This design comes from an exercise in tuning for small area, a short achievable clock period and few clock cycles on the open sky130 flow, not from production work.
At most, simulation tests tie the RTL to the original design; equivalence was not proved.
For runs 1 and 2, only the layout was checked, not whether the RTL still works.
Power and IR drop assume default switching activity.

===== flow/config.mk =====
export PLATFORM = sky130hd
export DESIGN_NAME = upe_link
export DESIGN_NICKNAME = upe_link
export VERILOG_FILES = /design/flow/design.v
export SDC_FILE = /design/flow/constraint.sdc
export NUM_CORES = 4
export LEC_CHECK = 0
export CAP_MARGIN = 20
export CORE_MARGIN = 2
export CORE_UTILIZATION = 40
export SLEW_MARGIN = 20

===== flow/constraint.sdc =====
create_clock -name core_clock -period 4.0 [get_ports {clk}]
set_input_delay 0.8000 -clock core_clock [delete_from_list [all_inputs] [get_ports {clk}]]
set_output_delay 0.8000 -clock core_clock [all_outputs]
set_load 0.01 [all_outputs]

===== flow/design.v =====
module upe_link (
    input  wire        clk,
    input  wire        rst,
    input  wire        strict,
    input  wire        rx_valid,
    input  wire [7:0]  rx_data,
    output wire        rx_ready,
    output reg         ro_valid,
    input  wire        ro_ready,
    output reg  [1:0]  ro_kind,
    output reg  [7:0]  ro_data,
    output wire [15:0] ro_crc_calc,
    output wire [15:0] ro_crc_recv,
    input  wire        ti_valid,
    input  wire [7:0]  ti_data,
    output wire        ti_ready,
    output reg         to_valid,
    input  wire        to_ready,
    output reg  [7:0]  to_data
);
    localparam [1:0] K_BYTE  = 2'd0;
    localparam [1:0] K_FRAME = 2'd1;
    localparam [1:0] K_DROP  = 2'd2;
    localparam [127:0] KEY_TABLE = {
        8'h80, 8'hE9, 8'h03, 8'h13, 8'h40, 8'hD5, 8'h35, 8'h21,
        8'h40, 8'h0D, 8'h91, 8'h2E, 8'hE6, 8'h14, 8'h6C, 8'h16
    };
    function [7:0] key;
        input [3:0] i;
        begin
            key = KEY_TABLE[{i, 3'b000} +: 8];
        end
    endfunction
    function [15:0] crc_update;
        input [7:0]  b;
        input [15:0] crc;
        integer k;
        reg [15:0] c;
        begin
            c = crc ^ {b, 8'h00};
            for (k = 0; k < 8; k = k + 1)
                c = c[15] ? ((c << 1) ^ 16'h1021) : (c << 1);
            crc_update = c;
        end
    endfunction
    localparam [3:0] S_IDLE    = 4'd0;
    localparam [3:0] S_SYNC2   = 4'd1;
    localparam [3:0] S_LENLO   = 4'd2;
    localparam [3:0] S_LENHI   = 4'd3;
    localparam [3:0] S_PAYLOAD = 4'd4;
    localparam [3:0] S_CKLO    = 4'd5;
    localparam [3:0] S_CKHI    = 4'd6;
    localparam [3:0] S_FOOT1   = 4'd7;
    localparam [3:0] S_FOOT2   = 4'd8;
    reg [3:0]  stage;
    reg [15:0] rcnt;
    reg [3:0]  rkidx;
    reg        rshort;
    reg [15:0] crc_calc;
    assign rx_ready    = !ro_valid || ro_ready;
    assign ro_crc_calc = crc_calc;
    assign ro_crc_recv = rcnt;
    wire       rx_take  = rx_valid && rx_ready;
    wire [7:0] rx_plain = rx_data ^ key(rkidx);
    wire       crc_ok   = (crc_calc == rcnt);
    always @(posedge clk) begin
        if (rst) begin
            stage    <= S_IDLE;
            ro_valid <= 1'b0;
        end else begin
            if (ro_valid && ro_ready)
                ro_valid <= 1'b0;
            if (rx_take) begin
                case (stage)
                    S_IDLE: begin
                        if (rx_data == 8'hAB)
                            stage <= S_SYNC2;
                    end
                    S_SYNC2: begin
                        if (rx_data == 8'hCD)
                            stage <= S_LENLO;
                        else
                            stage <= S_IDLE;
                    end
                    S_LENLO: begin
                        rcnt[7:0] <= rx_data;
                        stage     <= S_LENHI;
                    end
                    S_LENHI: begin
                        rcnt[15:8] <= rx_data;
                        rkidx      <= 4'd0;
                        crc_calc   <= 16'd0;
                        rshort     <= (rx_data == 8'd0) && (rcnt[7:1] == 7'd0);
                        if (rx_data == 8'd0 && rcnt[7:0] == 8'd0)
                            stage <= S_CKLO;
                        else
                            stage <= S_PAYLOAD;
                    end
                    S_PAYLOAD: begin
                        crc_calc <= crc_update(rx_plain, crc_calc);
                        rcnt     <= rcnt - 16'd1;
                        rkidx    <= rkidx + 4'd1;
                        if (rcnt == 16'd1)
                            stage <= S_CKLO;
                        ro_valid <= 1'b1;
                        ro_kind  <= K_BYTE;
                        ro_data  <= rx_plain;
                    end
                    S_CKLO: begin
                        rcnt[7:0] <= rx_plain;
                        rkidx     <= rkidx + 4'd1;
                        stage     <= S_CKHI;
                    end
                    S_CKHI: begin
                        rcnt[15:8] <= rx_plain;
                        stage      <= S_FOOT1;
                    end
                    S_FOOT1: begin
                        if (rx_data == 8'hDC) begin
                            stage <= S_FOOT2;
                        end else begin
                            stage    <= S_IDLE;
                            ro_valid <= 1'b1;
                            ro_kind  <= K_DROP;
                            ro_data  <= 8'd0;
                        end
                    end
                    S_FOOT2: begin
                        stage    <= S_IDLE;
                        ro_valid <= 1'b1;
                        if (rx_data != 8'hBA) begin
                            ro_kind <= K_DROP;
                            ro_data <= 8'd0;
                        end else if (rshort) begin
                            ro_kind <= K_DROP;
                            ro_data <= 8'd1;
                        end else if (strict && !crc_ok) begin
                            ro_kind <= K_DROP;
                            ro_data <= 8'd2;
                        end else begin
                            ro_kind <= K_FRAME;
                            ro_data <= {7'd0, crc_ok};
                        end
                    end
                    default: stage <= S_IDLE;
                endcase
            end
        end
    end
    localparam [3:0] T_AB   = 4'd0;
    localparam [3:0] T_CD   = 4'd1;
    localparam [3:0] T_L0   = 4'd2;
    localparam [3:0] T_L1   = 4'd3;
    localparam [3:0] T_PAY  = 4'd4;
    localparam [3:0] T_K0   = 4'd5;
    localparam [3:0] T_K1   = 4'd6;
    localparam [3:0] T_DC   = 4'd7;
    localparam [3:0] T_BA   = 4'd8;
    localparam [1:0] I_L0   = 2'd0;    
    localparam [1:0] I_L1   = 2'd1;    
    localparam [1:0] I_PAY  = 2'd2;    
    localparam [1:0] I_HOLD = 2'd3;    
    reg [3:0]  tstate;
    reg [1:0]  tin;
    reg [15:0] tcnt;
    reg [3:0]  tkidx;
    reg [15:0] tcrc;
    wire out_free = !to_valid || to_ready;
    assign ti_ready = (tin == I_L0) || (tin == I_L1) ||
                      ((tin == I_PAY) && (tstate == T_PAY) && out_free);
    wire tx_take = ti_valid && ti_ready;
    always @(posedge clk) begin
        if (rst) begin
            tstate   <= T_AB;
            tin      <= I_L0;
            to_valid <= 1'b0;
        end else begin
            if (to_valid && to_ready)
                to_valid <= 1'b0;
            if (tx_take && tin == I_L0) begin
                tcnt[7:0] <= ti_data;
                tin       <= I_L1;
            end
            if (tx_take && tin == I_L1) begin
                tcnt[15:8] <= ti_data;
                tin        <= (ti_data == 8'd0 && tcnt[7:0] == 8'd0) ? I_HOLD : I_PAY;
            end
            if (out_free) begin
                case (tstate)
                    T_AB: begin
                        if (tin != I_L0 || ti_valid) begin
                            to_valid <= 1'b1;
                            to_data  <= 8'hAB;
                            tstate   <= T_CD;
                        end
                    end
                    T_CD: begin
                        to_valid <= 1'b1;
                        to_data  <= 8'hCD;
                        tstate   <= T_L0;
                    end
                    T_L0: begin
                        if (tin == I_PAY || tin == I_HOLD) begin
                            to_valid <= 1'b1;
                            to_data  <= tcnt[7:0];
                            tstate   <= T_L1;
                        end
                    end
                    T_L1: begin
                        if (tin == I_PAY || tin == I_HOLD) begin
                            to_valid <= 1'b1;
                            to_data  <= tcnt[15:8];
                            tkidx    <= 4'd0;
                            tcrc     <= 16'd0;
                            if (tin == I_HOLD) begin
                                tin    <= I_L0;
                                tstate <= T_K0;
                            end else begin
                                tstate <= T_PAY;
                            end
                        end
                    end
                    T_PAY: begin
                        if (tx_take) begin
                            to_valid <= 1'b1;
                            to_data  <= ti_data ^ key(tkidx);
                            tcrc     <= crc_update(ti_data, tcrc);
                            tcnt     <= tcnt - 16'd1;
                            tkidx    <= tkidx + 4'd1;
                            if (tcnt == 16'd1) begin
                                tin    <= I_L0;
                                tstate <= T_K0;
                            end
                        end
                    end
                    T_K0: begin
                        to_valid <= 1'b1;
                        to_data  <= tcrc[7:0] ^ key(tkidx);
                        tkidx    <= tkidx + 4'd1;
                        tstate   <= T_K1;
                    end
                    T_K1: begin
                        to_valid <= 1'b1;
                        to_data  <= tcrc[15:8] ^ key(tkidx);
                        tstate   <= T_DC;
                    end
                    T_DC: begin
                        to_valid <= 1'b1;
                        to_data  <= 8'hDC;
                        tstate   <= T_BA;
                    end
                    T_BA: begin
                        to_valid <= 1'b1;
                        to_data  <= 8'hBA;
                        tstate   <= T_AB;
                    end
                    default: tstate <= T_AB;
                endcase
            end
        end
    end
endmodule

===== flow/run.sh =====
#!/bin/bash
# synth_recipe.tcl (not shown) runs the flow's synth.tcl, then flattens the netlist and writes it again
# the make line also repeats each setting of config.mk as NAME=value (left out here)
make -C /OpenROAD-flow-scripts/flow DESIGN_CONFIG=/design/flow/config.mk WORK_HOME=/design/flow/orfs CLKGATE_MAP_FILE= SYNTH_SCRIPT=/design/flow/synth_recipe.tcl finish

==> results.json, run 1 <==
{
  "status": "finished clean",
  "end_kind": "output pin",
  "cts_root_buf": "clkbuf_16",
  "synth-edff-count": 91,
  "clock_sinks": 103,
  "port_buffers": 76,
  "ios": 77,
  "maxCapViolCount": 0,
  "dieArea_um2": 19800,
  "p_leak_uw": 0.00310,
  "synth_fp_nets": 864,
  "slew_headroom": 0.446,
  "dp.cells": 1092,
  "ys_ff_latch": 103,
  "yosys_warnings": 1,
  "final_area_um2": 8770,
  "synth-async-reset-ratio": 0,
  "path_class": "flip-flop to output pin",
  "arrival_ns": 2.59,
  "htree_levels": 3,
  "synth_area_leaders": "edfxtp_1 37%, xnor2_1 5.5%, nor2_1 5.1%, xor2_1 4.5%, a21oi_1 3.8%",
  "synth_cell_types": 71,
  "floorplan.initialDensity": 0.412,
  "syn_to_final_growth_pct": 17.4,
  "setup_tns_ns": 0,
  "grt_remaining_overflow": 0,
  "cts_tree": "yes",
  "grt_max_degree": 53,
  "clock.fmax_mhz": 295,
  "min_path_type": "flip-flop to flip-flop",
  "die-height_um": 141,
  "power_density_nw_per_um2": 421,
  "clock_latency_ns": 0.36,
  "cts_buffers": 9,
  "slowest_stage": "or4b_4",
  "firstDrtPassIters": 5,
  "place.gp.congestion": 0.898,
  "syn_area_um2": 7470,
  "grt_pass1_wl_um": 32900,
  "synthTopCellsByCount": "102 x nor2_1, 91 x edfxtp_1, 56 x a21oi_1",
  "max_stage_delay_ns": 0.76,
  "postCtsHoldBufs": 0,
  "finalWorstSetupSlack_ns": 0.610,
  "fill_cells": 1738,
  "yosysTopAreaCellShare": 0.366,
  "avgViaCountPerCell": 5.72,
  "die_w_um": 141,
  "skew_ns": 0.00812,
  "cp.required_ns": 3.20,
  "path_cells": "or4b_4, o31ai_4, clkdlybuf4s50_1",
  "fin_cells": 1108,
  "slew_viol_final": 0,
  "synth-main-ff-cell": "edfxtp_1",
  "grt_usage": 0.213,
  "antenna_found_initial": 0,
  "critPathMaxFanout": 18,
  "coreArea_um2": 18100,
  "cts_resized": 0,
  "hold_viol": 0,
  "via_count": 6339,
  "setup_violations": 0,
  "grt_pass1_vias": 5710,
  "wl_um": 21000,
  "vdd_drop_max_v": 0.000266,
  "dpl_worst_slack_ns": 0.847,
  "hpwlAfterDp_um": 15300,
  "syn_inst": 824,
  "drc_errors": 0,
  "diodes": 0,
  "synth_most_common_cell": "nor2_1",
  "holdWs_ns": 0.591,
  "cts_buffer_depth": 2,
  "syn_avg_cell_area_um2": 9.07,
  "ant_nets": 0,
  "yosysTopAreaCell": "edfxtp_1",
  "rsz0062_at_grt": "no",
  "wl_per_cell_um": 18.9,
  "placed_cell_area_um2": 8440,
  "num_rows": 49,
  "period_share": 0.847,
  "final_nets": 914,
  "cts_setup_buffers": 0,
  "drive_above_1_share": 0.0660,
  "worstMarginPinSlew_ns": 0.827,
  "period_minus_slack_ns": 3.39,
  "seq_area_frac_synth": 0.398,
  "drt_iter0_markers": 833,
  "cts.clk_slew.worst_paths_ns": 0.07,
  "worstSetupStartpointType": "flip-flop"
}
## worst max-delay path: cells and delay by family, from the launching register on
kind | cells | cell delay (ns)
simple gates | 1 | 0.76
flops | 1 | 0.50
compound gates | 1 | 0.37
buf+inv | 1 | 0.60
## cells by family (layout without fill, tap and decap cells)
group,Yosys count,after routing,share of synthesized area
mux,19,19,0.0375
xor+xnor,90,90,0.115
simple gates,311,311,0.210
compound gates,191,191,0.162
flops,103,103,0.398
fa+ha+maj,17,17,0.0285
buf+inv,93,148,0.0492
## flip-flops by register name, summed over array words and instances (netlist names)
register	cells
tkidx	4
tstate	4
tin	2
crc_calc	16
to_data	8
ro_kind	2
rkidx	4
rshort	1
to_valid	1
ro_data	8
tcrc	16
stage	4
tcnt	16
rcnt	16
ro_valid	1
## power breakdown
part	leakage (µW)	internal, µW	switching (µW)	total [µW]
combinational	0.00200	516	728	1240
clock	0.000163	608	413	1020
sequential	0.000941	1320	106	1430
## path summary, 6_finish.rpt
kind	start	to	slack [ns]	cells past startpoint
max	tstate[3]	ti_ready	0.61	3
min	to_valid	to_valid	0.59	2
max reg2reg	rkidx[0]	crc_calc[14]	1.02	8
min reg2reg	to_valid	to_valid	0.59	2
## stage by stage
step	util	total power [µW]
3_3_place_gp	0.465	2670
4_1_cts	0.483	3690
6_report	0.483	3690
5_1_grt	0.483	3880
3_5_place_dp	0.465	2670
2_1_floorplan	-	2310
## cells in the final DEF, fill, tap and decap left out, drive strengths merged, types with 4 or more instances in the layout
| master | instances |
|---|---|
| nor2 | 102 |
| edfxtp | 91 |
| clkdlybuf4s50 | 76 |
| a21oi | 56 |
| nand2 | 54 |
| xnor2 | 47 |
| o21ai | 46 |
| xor2 | 38 |
| inv | 36 |
| nor3 | 27 |
| nand2b | 20 |
| buf | 19 |
| nand3 | 18 |
| nor4 | 18 |
| o22ai | 17 |
| ha | 17 |
| and2 | 16 |
| o31ai | 13 |
| nor2b | 12 |
| dfxtp | 12 |
| a31oi | 11 |
| a22oi | 10 |
| mux2i | 10 |
| clkbuf | 9 |
| or3 | 8 |
| mux4 | 7 |
| and3 | 7 |
| nand4 | 7 |
| nor3b | 5 |
| a311oi | 4 |
| or4 | 4 |
| clkinv | 4 |
## area by class of cell
| class | instances | area, µm² | area share |
|---|---|---|---|
| clock buffers | 9 | 225 | 0.0257 |
| clock inverters | 7 | 111 | 0.0127 |
| inverters | 37 | 139 | 0.0158 |
| multi-input cells | 628 | 4140 | 0.471 |
| flip-flops and latches | 103 | 2970 | 0.339 |
| well taps | 229 | 287 | 0.0327 |
| repair buffers | 95 | 903 | 0.103 |
## layer usage
metal / GRT usage / wire [µm] / part of all wire
met1: 0.337 / 10300 / 0.49
met2: 0.302 / 9030 / 0.43
met3: 0.0285 / 1450 / 0.069
met4: 0.0600 / 241 / 0.011
met5: 0 / 0 / 0
==> run 2: changes to the inputs <==
--- a/flow/config.mk
+++ b/flow/config.mk
@@ -7,2 +7,3 @@
 export LEC_CHECK = 0
+export ABC_CLOCK_PERIOD_IN_PS = 2000
 export CAP_MARGIN = 20
@@ -10,2 +11,3 @@
 export CORE_UTILIZATION = 40
+export SETUP_SLACK_MARGIN = 1.5
 export SLEW_MARGIN = 20
==> results.json, run 2 <==
{
  "status": "finished clean",
  "dieArea_um2": 19800,
  "end_kind": "flip-flop",
  "antenna_found_initial": 0,
  "hold_path_startpoint": "to_valid",
  "r2r_slack_ns": 1.37,
  "wl_per_cell_um": 19.0,
  "floorplan.initialDensity": 0.412,
  "fin_cells": 1130,
  "cts_buffer_depth": 2,
  "ys_ff_latch": 103,
  "postCtsHoldBufs": 0,
  "setup_tns_ns": 0,
  "ios": 77,
  "synth_area_leaders": "edfxtp_1 37%, xnor2_1 5.5%, nor2_1 5.1%, xor2_1 4.5%, a21oi_1 3.8%",
  "hold_viol": 0,
  "htree_levels": 3,
  "synth-async-reset-ratio": 0,
  "avgViaCountPerCell": 5.79,
  "arrival_ns": 2.74,
  "vdd_drop_max_v": 0.000221,
  "slew_headroom": 0.509,
  "min_path_type": "flip-flop to flip-flop",
  "syn_inst": 824,
  "seq_area_frac_synth": 0.398,
  "port_buffers": 76,
  "ant_nets": 0,
  "num_rows": 49,
  "rsz0062_at_grt": "yes",
  "crit_start": "rkidx[0]",
  "r2r_end": "crc_calc[5]",
  "firstDrtPassIters": 6,
  "hpwlAfterDp_um": 15400,
  "yosys_warnings": 1,
  "diodes": 0,
  "cts_buffers": 9,
  "cts_root_buf": "clkbuf_16",
  "layout_commonest_cell": "nor2_1",
  "path_class": "flip-flop to flip-flop",
  "drive_above_1_share": 0.132,
  "grt_pass1_vias": 5890,
  "wl_um": 21400,
  "clock_sinks": 103,
  "p_leak_uw": 0.00331,
  "hold_depth": 2,
  "fill_cells": 1712,
  "yosysTopAreaCell": "edfxtp_1",
  "placed_cell_area_um2": 8460,
  "synth-main-ff-cell": "edfxtp_1",
  "grt_pass1_wl_um": 33400,
  "coreArea_um2": 18100,
  "period_share": 0.658,
  "rr_startpoint": "rkidx[0]",
  "slew_viol_final": 0,
  "clock.fmax_mhz": 380,
  "dp.cells": 1089,
  "total_power_uw": 3760,
  "via_count": 6548,
  "drc_errors": 0,
  "grt_usage": 0.216,
  "drt_iter0_markers": 807,
  "cp.required_ns": 4.11,
  "critPathMaxFanout": 5,
  "yosysTopAreaCellShare": 0.366,
  "rr_worst_depth": 8,
  "synth-edff-count": 91,
  "clock_latency_ns": 0.36,
  "final_cell_mix": "100 x nor2_1, 91 x edfxtp_1, 66 x clkdlybuf4s50_1",
  "skew_ns": 0.00735,
  "syn_area_um2": 7470,
  "worstSetupStartpointType": "flip-flop",
  "period_minus_slack_ns": 2.63,
  "grt_max_degree": 53,
  "maxCapViolCount": 0,
  "power_density_nw_per_um2": 408,
  "cts_tree": "yes",
  "final_area_um2": 9220,
  "worstMarginPinSlew_ns": 0.736,
  "syn_to_final_growth_pct": 23.4,
  "synth_cell_types": 71,
  "die_w_um": 141,
  "synth_fp_nets": 864,
  "syn_avg_cell_area_um2": 9.07,
  "cts.clk_slew.worst_paths_ns": 0.07,
  "synthTopCellsByCount": "102 x nor2_1, 91 x edfxtp_1, 56 x a21oi_1",
  "die-height_um": 141,
  "final_nets": 936,
  "setup_violations": 0,
  "grt_remaining_overflow": 0,
  "min_to": "to_valid",
  "synth_most_common_cell": "nor2_1",
  "place.gp.congestion": 0.904
}
-- run 2: cell types whose count changed in the layout (fill, tap and decap cells not counted), sizes merged --
cell,change
buf,+22
clkbuf,+3
clkdlybuf4s50,-10
clkinv,-1
clkinvlp,-1
dlygate4sd2,+6
dlymetal6s2s,+2
inv,+1
-- run 2: worst max path at each step --
| stage | endpoint | slack [ns] | depth (start not counted) |
|---|---|---|---|
| after floorplan | crc_calc[5] | 1.52 | 8 |
| after global placement | ti_ready | 0.91 | 4 |
| after global routing | crc_calc[15] | 1.27 | 8 |
| final | crc_calc[5] | 1.37 | 8 |
| after detailed placement | ti_ready | 0.89 | 4 |
| after CTS | ti_ready | 1.27 | 4 |
-- run 2: kinds of logic (layout without fill, tap and decap cells) --
group                    count (synthesis)  in the layout  share of synthesized area
flip-flops                             103            103                      0.398
AO/OA/AOI/OAI                          191            191                      0.162
AND/OR/NAND/NOR                        311            311                      0.210
buffers and inverters                   93            170                     0.0492
XOR/XNOR                                90             90                      0.115
multiplexers                            19             19                     0.0375
adder cells (fa/ha/maj)                 17             17                     0.0285
-- run 2: worst max-delay path: stages, from the launching register on --
cell,delay [ns]
edfxtp_1,0.48
inv_2,0.11
ha_4,0.19
or2_4,0.24
mux4_2,0.55
xnor3_2,0.28
xor3_2,0.31
xnor2_1,0.18
nor2_1,0.05
-- run 2: what timing repair did --
action | 4_1_cts | 5_1_grt
setup buffers | 17 | 8
pin swaps | 9 | 8
endpoints found under the setup margin | 92 | 86
gates resized for setup | 32 | 24
endpoints found under the hold margin | 0 | 0
-- run 2: layout make-up --
type,instances,area [µm²],share of cell area
Inverter,37,139,0.0151
Multi-Input combinational cell,628,4410,0.478
Sequential cell,103,2970,0.322
Clock inverter,6,116,0.0126
Timing Repair Buffer,117,1070,0.116
Clock buffer,10,229,0.0248
Tap cell,229,287,0.0311
-- run 2: per-layer routing --
layer  up-vias  GRT usage  part of all wire
met3        30     0.0360             0.076
met4         0     0.0695             0.017
li1       3127          -                 -
met5         -          0                 0
met2       238      0.309              0.44
met1      3153      0.330              0.47
-- run 2: per-stage QoR --
stage | hold WS (ns) | setup WS [ns] | util
after CTS | 0.580 | 1.27 | 0.500
after global routing | 0.614 | 1.27 | 0.508
after floorplan | 0.521 | 1.52 | -
after global placement | 0.544 | 0.910 | 0.466
final | 0.575 | 1.37 | 0.508
after detailed placement | 0.558 | 0.887 | 0.466
-- run 2: report_power, final --
| group | total (µW) | internal, µW | switching (µW) | leakage [µW] |
|---|---|---|---|---|
| registers | 1430 | 1320 | 115 | 0.000941 |
| clock network | 1040 | 617 | 421 | 0.000167 |
| logic | 1290 | 534 | 751 | 0.00220 |
| total | 3760 | 2470 | 1290 | 0.00331 |
==> run 3: changes to the inputs <==
--- a/flow/design.v
+++ b/flow/design.v
@@ -23,6 +23,10 @@
     localparam [1:0] K_DROP  = 2'd2;
-    localparam [127:0] KEY_TABLE = {
-        8'h80, 8'hE9, 8'h03, 8'h13, 8'h40, 8'hD5, 8'h35, 8'h21,
-        8'h40, 8'h0D, 8'h91, 8'h2E, 8'hE6, 8'h14, 8'h6C, 8'h16
-    };
+    localparam [15:0] KEY_B0 = 16'h7760;
+    localparam [15:0] KEY_B1 = 16'h3019;
+    localparam [15:0] KEY_B2 = 16'h065F;
+    localparam [15:0] KEY_B3 = 16'h4052;
+    localparam [15:0] KEY_B4 = 16'h1625;
+    localparam [15:0] KEY_B5 = 16'h431A;
+    localparam [15:0] KEY_B6 = 16'h4C8A;
+    localparam [15:0] KEY_B7 = 16'hC428;
     function [7:0] key;
@@ -30,3 +34,13 @@
         begin
-            key = KEY_TABLE[{i, 3'b000} +: 8];
+            key = {KEY_B7[i], KEY_B6[i], KEY_B5[i], KEY_B4[i],
+                   KEY_B3[i], KEY_B2[i], KEY_B1[i], KEY_B0[i]};
+        end
+    endfunction
+    function [15:0] dec16;
+        input [15:0] c;
+        integer k;
+        begin
+            dec16[0] = ~c[0];
+            for (k = 1; k < 16; k = k + 1)
+                dec16[k] = c[k] ^ ~|(c & ((16'd1 << k) - 16'd1));
         end
@@ -59,2 +73,3 @@
     reg [15:0] crc_calc;
+    reg        ro_new;       
     assign rx_ready    = !ro_valid || ro_ready;
@@ -63,4 +78,7 @@
     wire       rx_take  = rx_valid && rx_ready;
-    wire [7:0] rx_plain = rx_data ^ key(rkidx);
-    wire       crc_ok   = (crc_calc == rcnt);
+    wire [7:0]  rkey     = key(rkidx);
+    wire [7:0]  rx_plain = rx_data ^ rkey;
+    wire [15:0] crc_next = crc_update(ro_data, crc_calc);
+    wire [15:0] rcnt_dec = dec16(rcnt);
+    wire        crc_ok   = (crc_calc == rcnt);
     always @(posedge clk) begin
@@ -69,2 +87,3 @@
             ro_valid <= 1'b0;
+            ro_new   <= 1'b0;
         end else begin
@@ -72,2 +91,5 @@
                 ro_valid <= 1'b0;
+            ro_new <= rx_take && stage == S_PAYLOAD;
+            if (ro_new)
+                crc_calc <= crc_next;
             if (rx_take) begin
@@ -99,4 +121,3 @@
                     S_PAYLOAD: begin
-                        crc_calc <= crc_update(rx_plain, crc_calc);
-                        rcnt     <= rcnt - 16'd1;
+                        rcnt     <= rcnt_dec;
                         rkidx    <= rkidx + 4'd1;
@@ -149,15 +170,15 @@
     end
-    localparam [3:0] T_AB   = 4'd0;
-    localparam [3:0] T_CD   = 4'd1;
-    localparam [3:0] T_L0   = 4'd2;
-    localparam [3:0] T_L1   = 4'd3;
-    localparam [3:0] T_PAY  = 4'd4;
-    localparam [3:0] T_K0   = 4'd5;
-    localparam [3:0] T_K1   = 4'd6;
-    localparam [3:0] T_DC   = 4'd7;
-    localparam [3:0] T_BA   = 4'd8;
-    localparam [1:0] I_L0   = 2'd0;    
-    localparam [1:0] I_L1   = 2'd1;    
-    localparam [1:0] I_PAY  = 2'd2;    
-    localparam [1:0] I_HOLD = 2'd3;    
+    localparam [3:0] T_AB   = 4'b0000;
+    localparam [3:0] T_CD   = 4'b0001;
+    localparam [3:0] T_L0   = 4'b0010;
+    localparam [3:0] T_L1   = 4'b0011;
+    localparam [3:0] T_PAY  = 4'b1000;
+    localparam [3:0] T_K0   = 4'b0100;
+    localparam [3:0] T_K1   = 4'b0101;
+    localparam [3:0] T_DC   = 4'b0110;
+    localparam [3:0] T_BA   = 4'b0111;
+    localparam [1:0] I_L0   = 2'b00;    
+    localparam [1:0] I_L1   = 2'b01;    
+    localparam [1:0] I_PAY  = 2'b10;    
+    localparam [1:0] I_HOLD = 2'b11;    
     reg [3:0]  tstate;
@@ -168,5 +189,7 @@
     wire out_free = !to_valid || to_ready;
-    assign ti_ready = (tin == I_L0) || (tin == I_L1) ||
-                      ((tin == I_PAY) && (tstate == T_PAY) && out_free);
+    assign ti_ready = !tin[1] || (tstate[3] && out_free);
     wire tx_take = ti_valid && ti_ready;
+    wire [7:0]  tkey      = key(tkidx);
+    wire [15:0] tcrc_next = crc_update(ti_data, tcrc);
+    wire [15:0] tcnt_dec  = dec16(tcnt);
     always @(posedge clk) begin
@@ -225,5 +248,5 @@
                             to_valid <= 1'b1;
-                            to_data  <= ti_data ^ key(tkidx);
-                            tcrc     <= crc_update(ti_data, tcrc);
-                            tcnt     <= tcnt - 16'd1;
+                            to_data  <= ti_data ^ tkey;
+                            tcrc     <= tcrc_next;
+                            tcnt     <= tcnt_dec;
                             tkidx    <= tkidx + 4'd1;
@@ -237,3 +260,3 @@
                         to_valid <= 1'b1;
-                        to_data  <= tcrc[7:0] ^ key(tkidx);
+                        to_data  <= tcrc[7:0] ^ tkey;
                         tkidx    <= tkidx + 4'd1;
@@ -243,3 +266,3 @@
                         to_valid <= 1'b1;
-                        to_data  <= tcrc[15:8] ^ key(tkidx);
+                        to_data  <= tcrc[15:8] ^ tkey;
                         tstate   <= T_DC;
==> flow/flow/run.sh (new file) <==
#!/bin/bash
# Standard layout, but let the resizer change a cell's footprint (so it can
# upsize gates and port buffers) and buffer the ports with buf_2.
set -euo pipefail
bash standard.sh MATCH_CELL_FOOTPRINT=0 'BUFFER_PORTS_ARGS=-buffer_cell sky130_fd_sc_hd__buf_2' finish > make_finish.log 2>&1
==> flow/standard.sh (new file) <==
#!/bin/bash
# synth_recipe.tcl (not shown) runs the flow's synth.tcl, then flattens the netlist and writes it again
# the make line also repeats each setting of config.mk as NAME=value (left out here)
make -C /OpenROAD-flow-scripts/flow DESIGN_CONFIG=/design/flow/config.mk WORK_HOME=/design/flow/orfs CLKGATE_MAP_FILE= SYNTH_SCRIPT=/design/flow/synth_recipe.tcl "${@:-finish}"
--- a/flow/config.mk
+++ b/flow/config.mk
@@ -7,2 +7,3 @@
 export LEC_CHECK = 0
+export ABC_AREA = 1
 export ABC_CLOCK_PERIOD_IN_PS = 2000
@@ -10,4 +11,5 @@
 export CORE_MARGIN = 2
-export CORE_UTILIZATION = 40
-export SETUP_SLACK_MARGIN = 1.5
+export CORE_UTILIZATION = 55
+export CTS_BUF_LIST = sky130_fd_sc_hd__clkbuf_8
+export SETUP_SLACK_MARGIN = 1.7
 export SLEW_MARGIN = 20
removed: flow/run.sh
==> results.json, run 3 <==
{
  "grt_pass1_vias": 6212,
  "p_comb_frac": 0.416,
  "place.gp.congestion": 0.950,
  "final_area_um2": 8180,
  "antenna_found_initial": 0,
  "via_count": 6639,
  "slew_viol_final": 0,
  "end_kind": "output pin",
  "power.internal_uw": 2380,
  "worstMarginPinSlew_ns": 0.824,
  "floorplan.initialDensity": 0.560,
  "synth_compound_area_frac": 0.131,
  "yosysTopAreaCell": "edfxtp_1",
  "synthAdderAreaFrac": 0.0323,
  "arrival_ns": 1.42,
  "htree_levels": 3,
  "clock.fmax_mhz": 451,
  "synth_top_family_by_area": "simple AND/OR/NAND/NOR gates",
  "synthTopCellsByCount": "208 x nand2_1, 121 x inv_1, 112 x nor2_1",
  "hold_viol": 0,
  "cts_buffers": 9,
  "cts_root_buf": "clkbuf_8",
  "grt_max_degree": 37,
  "num_rows": 42,
  "setup_tns_ns": 0,
  "cts_tree": "yes",
  "p_leak_uw": 0.00350,
  "diodes": 0,
  "rsz0062_at_grt": "no",
  "finalWorstSetupSlack_ns": 1.78,
  "drt_iter0_markers": 596,
  "firstDrtPassIters": 5,
  "synth_most_common_cell": "nand2_1",
  "drc_errors": 0,
  "p_seq_frac": 0.419,
  "cp.required_ns": 3.20,
  "vdd_drop_max_v": 0.000205,
  "port_buffers": 76,
  "period_minus_slack_ns": 2.22,
  "synth-edff-count": 91,
  "syn_area_um2": 7360,
  "ys_ff_latch": 104,
  "fill_cells": 1220,
  "grt_usage": 0.285,
  "power.switching_uw": 1730,
  "syn_inst": 949,
  "coreArea_um2": 13100,
  "worstSetupStartpointType": "primary input",
  "hold_depth": 2,
  "synth_fp_nets": 991,
  "slew_headroom": 0.450,
  "placed_cell_area_um2": 7930,
  "seq_area_frac_synth": 0.407,
  "synth-async-reset-ratio": 0,
  "syn_avg_cell_area_um2": 7.76,
  "wl_um": 19700,
  "avgViaCountPerCell": 5.51,
  "synth_cell_types": 48,
  "maxCapViolCount": 0,
  "dieArea_um2": 14300,
  "critPathMaxFanout": 3,
  "wl_per_cell_um": 16.4,
  "dpl_worst_slack_ns": 1.32,
  "die-height_um": 120,
  "ant_nets": 0,
  "skew_ns": 0.0112,
  "yosys.area_share.simple": 0.274,
  "layout_commonest_cell": "nand2_1",
  "rr_worst_depth": 6,
  "power_density_nw_per_um2": 502,
  "grt_pass1_wl_um": 32000,
  "path_class": "primary input to output pin",
  "yosys.area_share.xor_xnor": 0.0772,
  "syn_to_final_growth_pct": 11.2,
  "synth_mux_area_frac": 0,
  "setup_violations": 0,
  "clock_sinks": 104,
  "final_nets": 1066,
  "synth-main-ff-cell": "edfxtp_1",
  "min_path_type": "flip-flop to flip-flop",
  "period_share": 0.554,
  "yosysTopAreaCellShare": 0.371,
  "clkPwrFrac": 0.165,
  "status": "finished clean",
  "drive_above_1_share": 0.150,
  "final_cell_mix": "206 x nand2_1, 120 x inv_1, 111 x nor2_1",
  "clock_latency_ns": 0.40,
  "grt_remaining_overflow": 0,
  "hpwlAfterDp_um": 15200,
  "die_w_um": 120,
  "synth_area_leaders": "edfxtp_1 37%, nand2_1 11%, inv_1 6.2%, nor2_1 5.7%, o21ai_0 4.8%",
  "switching_share": 0.421,
  "ios": 77,
  "cts_buffer_depth": 2,
  "yosys_warnings": 1,
  "cts.clk_slew.worst_paths_ns": 0.09
}
-- run 3: critical path, stage by stage --
cell and delay [ns]:
buf_2 0.09, inv_1 0.05, nand2_2 0.07, nand2_2 0.09, nand2_1 0.12, buf_2 0.18
-- run 3: cells by family (layout without fill, tap and decap cells) --
family | count (synthesis) | after routing
and+or+nand+nor | 448 | 448
buffers and inverters | 147 | 227
DFF | 104 | 104
xor gates and xnor gates | 64 | 64
AOI/OAI and AO/OA | 167 | 167
adders and majority gates | 19 | 19
-- run 3: metal layers --
| layer | share of wire | up-vias | wire [µm] | global-route usage |
|---|---|---|---|---|
| met2 | 0.47 | 242 | 9360 | 0.473 |
| li1 | - | 3304 | - | - |
| met4 | 0.040 | 0 | 794 | 0.133 |
| met5 | 0 | - | 0 | 0 |
| met3 | 0.059 | 47 | 1170 | 0.0299 |
| met1 | 0.43 | 3046 | 8390 | 0.376 |
-- run 3: final cells by class --
class	instances	area [µm²]	area share
Inverter	132	500	0.0612
Sequential cell	104	2990	0.366
Clock inverter	7	71.3	0.00872
Tap cell	176	220	0.0269
Timing Repair Buffer	79	415	0.0508
Multi-Input combinational cell	698	3860	0.471
Clock buffer	9	124	0.0151
-- run 3: worst paths after layout --
path | startpoint | endpoint | slack [ns]
worst min register to register | stage[3] | stage[3] | 0.53
worst max register to register | stage[2] | rcnt[10] | 1.88
worst min-delay path | stage[3] | stage[3] | 0.53
worst max-delay path | to_ready | ti_ready | 1.78
-- run 3: through the flow --
step	util	hold WS [ns]	power [µW]	instances
CTS	0.621	0.534	4080	1205
detailed placement	0.603	0.521	3400	1187
finish	0.623	0.533	4110	1205
floorplan	-	0.484	2950	949
global placement	0.603	0.507	3390	1187
global route	0.623	0.566	4410	1205
-- run 3: timing repair --
item,4_1_cts,5_1_grt
resized for setup,2,5
endpoints found under the hold margin,0,0
buffers inserted,2,0
pin swaps,1,0
endpoints found under the setup margin,31,34
hold buffers,0,0
-- run 3: power by group through the flow --
stage               clock network (µW)  logic (µW)  registers [µW]
finish                             679        1710            1720
detailed placement                   0        1660            1740
global placement                     0        1650            1740
CTS                                686        1680            1720
global route                       724        1940            1750
floorplan                            0        1260            1690
Testbench counts of run 3, summed over its fixed seeds: cycles 28,518.
==> run 4: changes to the inputs <==
--- a/flow/config.mk
+++ b/flow/config.mk
@@ -11,5 +11,5 @@
 export CORE_MARGIN = 2
-export CORE_UTILIZATION = 55
+export CORE_UTILIZATION = 40
 export CTS_BUF_LIST = sky130_fd_sc_hd__clkbuf_8
-export SETUP_SLACK_MARGIN = 1.7
+export SETUP_SLACK_MARGIN = 2.0
 export SLEW_MARGIN = 20
==> results.json, run 4 <==
{
  "status": "finished clean",
  "period_minus_slack_ns": 2.07,
  "grt_pass1_vias": 6122,
  "firstDrtPassIters": 5,
  "grt_usage": 0.216,
  "slew_headroom": 0.687,
  "postCtsHoldBufs": 0,
  "cts.clk_slew.worst_paths_ns": 0.10,
  "yosys_warnings": 1,
  "floorplan.initialDensity": 0.408,
  "p_comb_frac": 0.442,
  "synth_cell_types": 48,
  "clock.fmax_mhz": 484,
  "synth_mux_area_frac": 0,
  "hpwlAfterDp_um": 15700,
  "die_w_um": 140,
  "antenna_found_initial": 0,
  "yosys.area_share.simple": 0.274,
  "synthAdderAreaFrac": 0.0323,
  "wl_per_cell_um": 16.3,
  "htree_levels": 3,
  "synth-main-ff-cell": "edfxtp_1",
  "yosys.area_share.xor_xnor": 0.0772,
  "worstMarginPinSlew_ns": 0.467,
  "wl_um": 21000,
  "num_rows": 49,
  "seq_area_frac_synth": 0.407,
  "total_power_uw": 4240,
  "ios": 77,
  "rsz0062_at_grt": "yes",
  "drt_iter0_markers": 548,
  "cp.required_ns": 3.20,
  "cts_buffers": 9,
  "synth_top_family_by_area": "simple AND/OR/NAND/NOR gates",
  "final_cell_mix": "204 x nand2_1, 112 x inv_1, 107 x nor2_1",
  "yosysTopAreaCellShare": 0.371,
  "power.switching_uw": 1810,
  "dp.cells": 1240,
  "final_nets": 1099,
  "clock_sinks": 104,
  "arrival_ns": 1.27,
  "finalWorstSetupSlack_ns": 1.93,
  "synth-edff-count": 91,
  "maxCapViolCount": 0,
  "place.gp.congestion": 0.942,
  "syn_inst": 949,
  "fill_cells": 1808,
  "cts_root_buf": "clkbuf_8",
  "worstSetupStartpointType": "primary input",
  "layout_commonest_cell": "nand2_1",
  "cts_buffer_depth": 2,
  "die-height_um": 140,
  "vdd_drop_max_v": 0.000255,
  "syn_to_final_growth_pct": 18.2,
  "ant_nets": 0,
  "power.internal_uw": 2430,
  "clock_latency_ns": 0.39,
  "port_buffers": 76,
  "fin_cells": 1291,
  "syn_avg_cell_area_um2": 7.76,
  "p_leak_uw": 0.00368,
  "synthTopCellsByCount": "208 x nand2_1, 121 x inv_1, 112 x nor2_1",
  "dpl_worst_slack_ns": 1.23,
  "yosysTopAreaCell": "edfxtp_1",
  "grt_remaining_overflow": 0,
  "ys_ff_latch": 104,
  "min_path_type": "flip-flop to flip-flop",
  "synth_fp_nets": 991,
  "setup_violations": 0,
  "synth_most_common_cell": "nand2_1",
  "slew_viol_final": 0,
  "critPathMaxFanout": 3,
  "dieArea_um2": 19500,
  "coreArea_um2": 18000,
  "via_count": 6781,
  "grt_max_degree": 37,
  "skew_ns": 0.0210,
  "cts_tree": "yes",
  "end_kind": "output pin",
  "hold_viol": 0,
  "synth_area_leaders": "edfxtp_1 37%, nand2_1 11%, inv_1 6.2%, nor2_1 5.7%, o21ai_0 4.8%",
  "synth_compound_area_frac": 0.131,
  "synth-async-reset-ratio": 0,
  "period_share": 0.516,
  "setup_tns_ns": 0,
  "clkPwrFrac": 0.150,
  "drive_above_1_share": 0.201,
  "path_class": "primary input to output pin",
  "p_seq_frac": 0.408,
  "diodes": 0,
  "switching_share": 0.428,
  "power_density_nw_per_um2": 488,
  "avgViaCountPerCell": 5.25,
  "syn_area_um2": 7360,
  "drc_errors": 0,
  "grt_pass1_wl_um": 33300
}
[run 4: path summary, 6_finish.rpt]
path             from  slack, ns  cells after the start    endpoint
max reg2reg  rkidx[0]       2.07                      9  ro_data[4]
max          to_ready       1.93                      6    ti_ready
min          stage[3]       0.54                      2    stage[3]
min reg2reg  stage[3]       0.54                      2    stage[3]
[run 4: timing repair]
| item | 4_1_cts | 5_1_grt |
|---|---|---|
| setup buffers | 15 | 19 |
| gates cloned | 1 | 0 |
| gates resized for setup | 18 | 35 |
| setup endpoints to repair | 97 | 85 |
| pin swaps | 6 | 10 |
[run 4: cells by family after synthesis]
kind of cell / count (synthesis)
AOI/OAI and AO/OA: 167
xor gates and xnor gates: 64
adders and majority gates: 19
buffers and inverters: 147
DFF: 104
and+or+nand+nor: 448
[run 4: metal layers]
metal / GRT usage / wire length, µm
met5: 0 / 0
met4: 0.0816 / 627
met3: 0.0334 / 1380
met2: 0.343 / 9660
met1: 0.299 / 9320
[run 4: layout make-up]
class                           instances  area [µm²]  share of cell area
Tap cell                              229         287              0.0329
Multi-Input combinational cell        698        3980               0.458
Clock inverter                          7        55.1             0.00633
Sequential cell                       104        3000               0.345
Timing Repair Buffer                  112         742              0.0853
Inverter                              132         513              0.0590
Clock buffer                            9         124              0.0142
[run 4: worst max-delay path, stage by stage]
cell,delay [ns]
buf_8,0.10
inv_8,0.05
nand2_8,0.05
nand2_4,0.08
nand2_4,0.06
buf_6,0.13
[run 4: per-stage QoR]
step                utilization  instance area, µm²  hold slack [ns]
floorplan                     -                7450            0.484
global placement          0.446                8040            0.510
detailed placement        0.446                8040            0.524
CTS                       0.469                8460            0.539
global route              0.483                8700            0.594
finish                    0.483                8700            0.540
[run 4: power by group through the flow]
| stage | clock network (µW) | logic (µW) | registers [µW] |
|---|---|---|---|
| after global routing | 699 | 2110 | 1760 |
| after floorplan | 0 | 1270 | 1690 |
| final | 635 | 1880 | 1730 |
| after global placement | 0 | 1680 | 1750 |
| after CTS | 659 | 1790 | 1720 |
| after detailed placement | 0 | 1690 | 1750 |
==> run 5: changes to the inputs <==
--- a/flow/config.mk
+++ b/flow/config.mk
@@ -12,4 +12,3 @@
 export CORE_UTILIZATION = 40
-export CTS_BUF_LIST = sky130_fd_sc_hd__clkbuf_8
-export SETUP_SLACK_MARGIN = 2.0
+export SETUP_SLACK_MARGIN = 1.7
 export SLEW_MARGIN = 20
==> results.json, run 5 <==
{
  "max_stage_delay_ns": 0.16,
  "path_class": "primary input to output pin",
  "yosysTopAreaCell": "edfxtp_1",
  "clock.fmax_mhz": 452,
  "coreArea_um2": 18000,
  "period_share": 0.553,
  "wl_um": 20900,
  "finalWorstSetupSlack_ns": 1.79,
  "power.internal_uw": 2510,
  "drive_above_1_share": 0.148,
  "final_nets": 1066,
  "rsz0062_at_grt": "no",
  "ant_nets": 0,
  "firstDrtPassIters": 5,
  "die-height_um": 140,
  "syn_avg_cell_area_um2": 7.76,
  "maxCapViolCount": 0,
  "via_count": 6597,
  "status": "finished clean",
  "dpl_worst_slack_ns": 1.30,
  "end_kind": "output pin",
  "worstMarginPinSlew_ns": 0.784,
  "power_density_nw_per_um2": 514,
  "slew_viol_final": 0,
  "synth_most_common_cell": "nand2_1",
  "p_leak_uw": 0.00354,
  "power.switching_uw": 1770,
  "slowest_stage": "buf_2",
  "layout_commonest_cell": "nand2_1",
  "avgViaCountPerCell": 5.25,
  "final_cell_mix": "206 x nand2_1, 120 x inv_1, 110 x nor2_1",
  "r2r_end": "tcnt[12]",
  "critPathMaxFanout": 3,
  "min_path_type": "flip-flop to flip-flop",
  "syn_inst": 949,
  "clock_sinks": 104,
  "yosysTopAreaCellShare": 0.371,
  "setup_tns_ns": 0,
  "cts.clk_slew.worst_paths_ns": 0.06,
  "worstSetupStartpointType": "primary input",
  "htree_levels": 3,
  "clock_latency_ns": 0.35,
  "synth-edff-count": 91,
  "arrival_ns": 1.41,
  "seq_area_frac_synth": 0.407,
  "fin_cells": 1257,
  "p_comb_frac": 0.404,
  "synth-main-ff-cell": "edfxtp_1",
  "postCtsHoldBufs": 0,
  "antenna_found_initial": 0,
  "hpwlAfterDp_um": 16000,
  "cts_buffers": 9,
  "r2r_slack_ns": 1.88,
  "clkPwrFrac": 0.192,
  "grt_pass1_vias": 6195,
  "switching_share": 0.413,
  "grt_remaining_overflow": 0,
  "synth_area_leaders": "edfxtp_1 37%, nand2_1 11%, inv_1 6.2%, nor2_1 5.7%, o21ai_0 4.8%",
  "syn_to_final_growth_pct": 12.9,
  "num_rows": 49,
  "place.gp.congestion": 0.873,
  "skew_ns": 0.0125,
  "hold_viol": 0,
  "cts_buffer_depth": 2,
  "dieArea_um2": 19500,
  "slew_headroom": 0.477,
  "port_buffers": 76,
  "period_minus_slack_ns": 2.21,
  "diodes": 0,
  "synth_fp_nets": 991,
  "grt_pass1_wl_um": 33300,
  "p_seq_frac": 0.404,
  "rr_startpoint": "tcnt[0]",
  "ios": 77,
  "grt_max_degree": 29,
  "ys_ff_latch": 104,
  "fin_util": 0.461,
  "setup_violations": 0,
  "die_w_um": 140,
  "synth_cell_types": 48,
  "synthTopCellsByCount": "208 x nand2_1, 121 x inv_1, 112 x nor2_1",
  "path_cells": "buf_2, inv_1, nand2_1, nand2_2, nand2_2, buf_2",
  "cts_tree": "yes",
  "syn_area_um2": 7360,
  "cts_root_buf": "clkbuf_16",
  "floorplan.initialDensity": 0.408,
  "cp-endpoint": "ti_ready",
  "wl_per_cell_um": 16.6,
  "grt_usage": 0.216,
  "drt_iter0_markers": 459,
  "yosys_warnings": 1,
  "cp.required_ns": 3.20,
  "vdd_drop_max_v": 0.000333,
  "total_power_uw": 4280,
  "synth-async-reset-ratio": 0,
  "drc_errors": 0,
  "rr_worst_depth": 13,
  "dp.cells": 1240,
  "hold_depth": 2,
  "crit_start": "to_ready"
}
-- run 5: cells by family after synthesis --
family | count (synthesis) | share of synthesized area
DFF | 104 | 0.407
AOI/OAI and AO/OA | 167 | 0.131
xor gates and xnor gates | 64 | 0.0772
and+or+nand+nor | 448 | 0.274
buffers and inverters | 147 | 0.0789
adders and majority gates | 19 | 0.0323
-- run 5: worst min path at each step --
stage / from / slack [ns] / end
2_1_floorplan: stage[3] / 0.48 / stage[3]
3_3_place_gp: stage[3] / 0.51 / stage[3]
3_5_place_dp: stage[3] / 0.53 / stage[3]
4_1_cts: stage[3] / 0.54 / stage[3]
5_1_grt: stage[3] / 0.61 / stage[3]
6_report: stage[3] / 0.54 / stage[3]
-- run 5: through the flow --
| step | hold slack, ns | instance area (µm²) |
|---|---|---|
| finish | 0.537 | 8310 |
| global route | 0.606 | 8310 |
| CTS | 0.536 | 8290 |
| detailed placement | 0.526 | 7990 |
| global placement | 0.515 | 7990 |
| floorplan | 0.484 | 7400 |
-- run 5: cell type report --
type / count / area [µm²]
tap: 229 / 287
sequential: 104 / 2990
fill: 1864 / 9710
multi-input combinational: 698 / 3860
timing repair buffer: 79 / 415
inverter: 132 / 500
clock buffer: 11 / 233
clock inverter: 4 / 22.5
-- run 5: power groups by stage --
stage / registers [µW] / logic (µW) / clock network [µW]
6_report: 1730 / 1730 / 821
5_1_grt: 1760 / 1940 / 886
4_1_cts: 1730 / 1710 / 838
3_5_place_dp: 1750 / 1680 / 0
3_3_place_gp: 1740 / 1670 / 0
2_1_floorplan: 1690 / 1260 / 0
-- run 5: critical path: cells and delay by family --
kind	cells	cell delay, ns
buffers and inverters	3	0.29
AND/OR/NAND/NOR	3	0.32
-- run 5: repair_timing --
item / 4_1_cts / 5_1_grt
setup buffers: 2 / 0
pin swaps: 1 / 0
endpoints found under the setup margin: 35 / 61
gates resized for setup: 2 / 6
-- run 5: metal layers --
metal / vias to the layer above / global-route usage / share of wire
li1: 3307 / - / -
met1: 3043 / 0.288 / 0.44
met2: 220 / 0.360 / 0.48
met3: 27 / 0.0399 / 0.061
met4: 0 / 0.0647 / 0.019
met5: - / 0 / 0

## static timing again, ports no longer ideal
No port has a modelled driver above. Below, the same layouts with a new extraction and two added sets of constraints.
Step 1 assumes that a clkbuf_16 drives the clock port and a buf_2 every other input.
Step 2, shift: input delay + t, output delay - t, t = (earliest + latest rising clock arrival at the registers) / 2. This alone moves slack from input paths to output paths.
Slacks: ideal ports / drivers / drivers and shift; pairs: ideal ports / drivers.
run	t (ns)	setup WS [ns]	hold WS [ns]	slew at the worst register clock pin (ns)
run 1	0.395	0.610 / 0.567 / 0.750	0.591 / 0.591 / 0.591	0.07 / 0.07
run 2	0.394	1.367 / 1.347 / 1.120	0.575 / 0.575 / 0.575	0.07 / 0.07
run 3	0.427	1.783 / 1.764 / 1.488	0.533 / 0.533 / 0.533	0.11 / 0.11
run 4	0.421	1.935 / 1.896 / 1.564	0.540 / 0.540 / 0.540	0.12 / 0.12
run 5	0.393	1.788 / 1.767 / 1.426	0.537 / 0.537 / 0.537	0.07 / 0.07
After both steps every run listed still meets setup and hold. For run 4, which loses most, drivers alone change the setup slack by -0.039 ns; drivers and shift together by -0.371 ns.
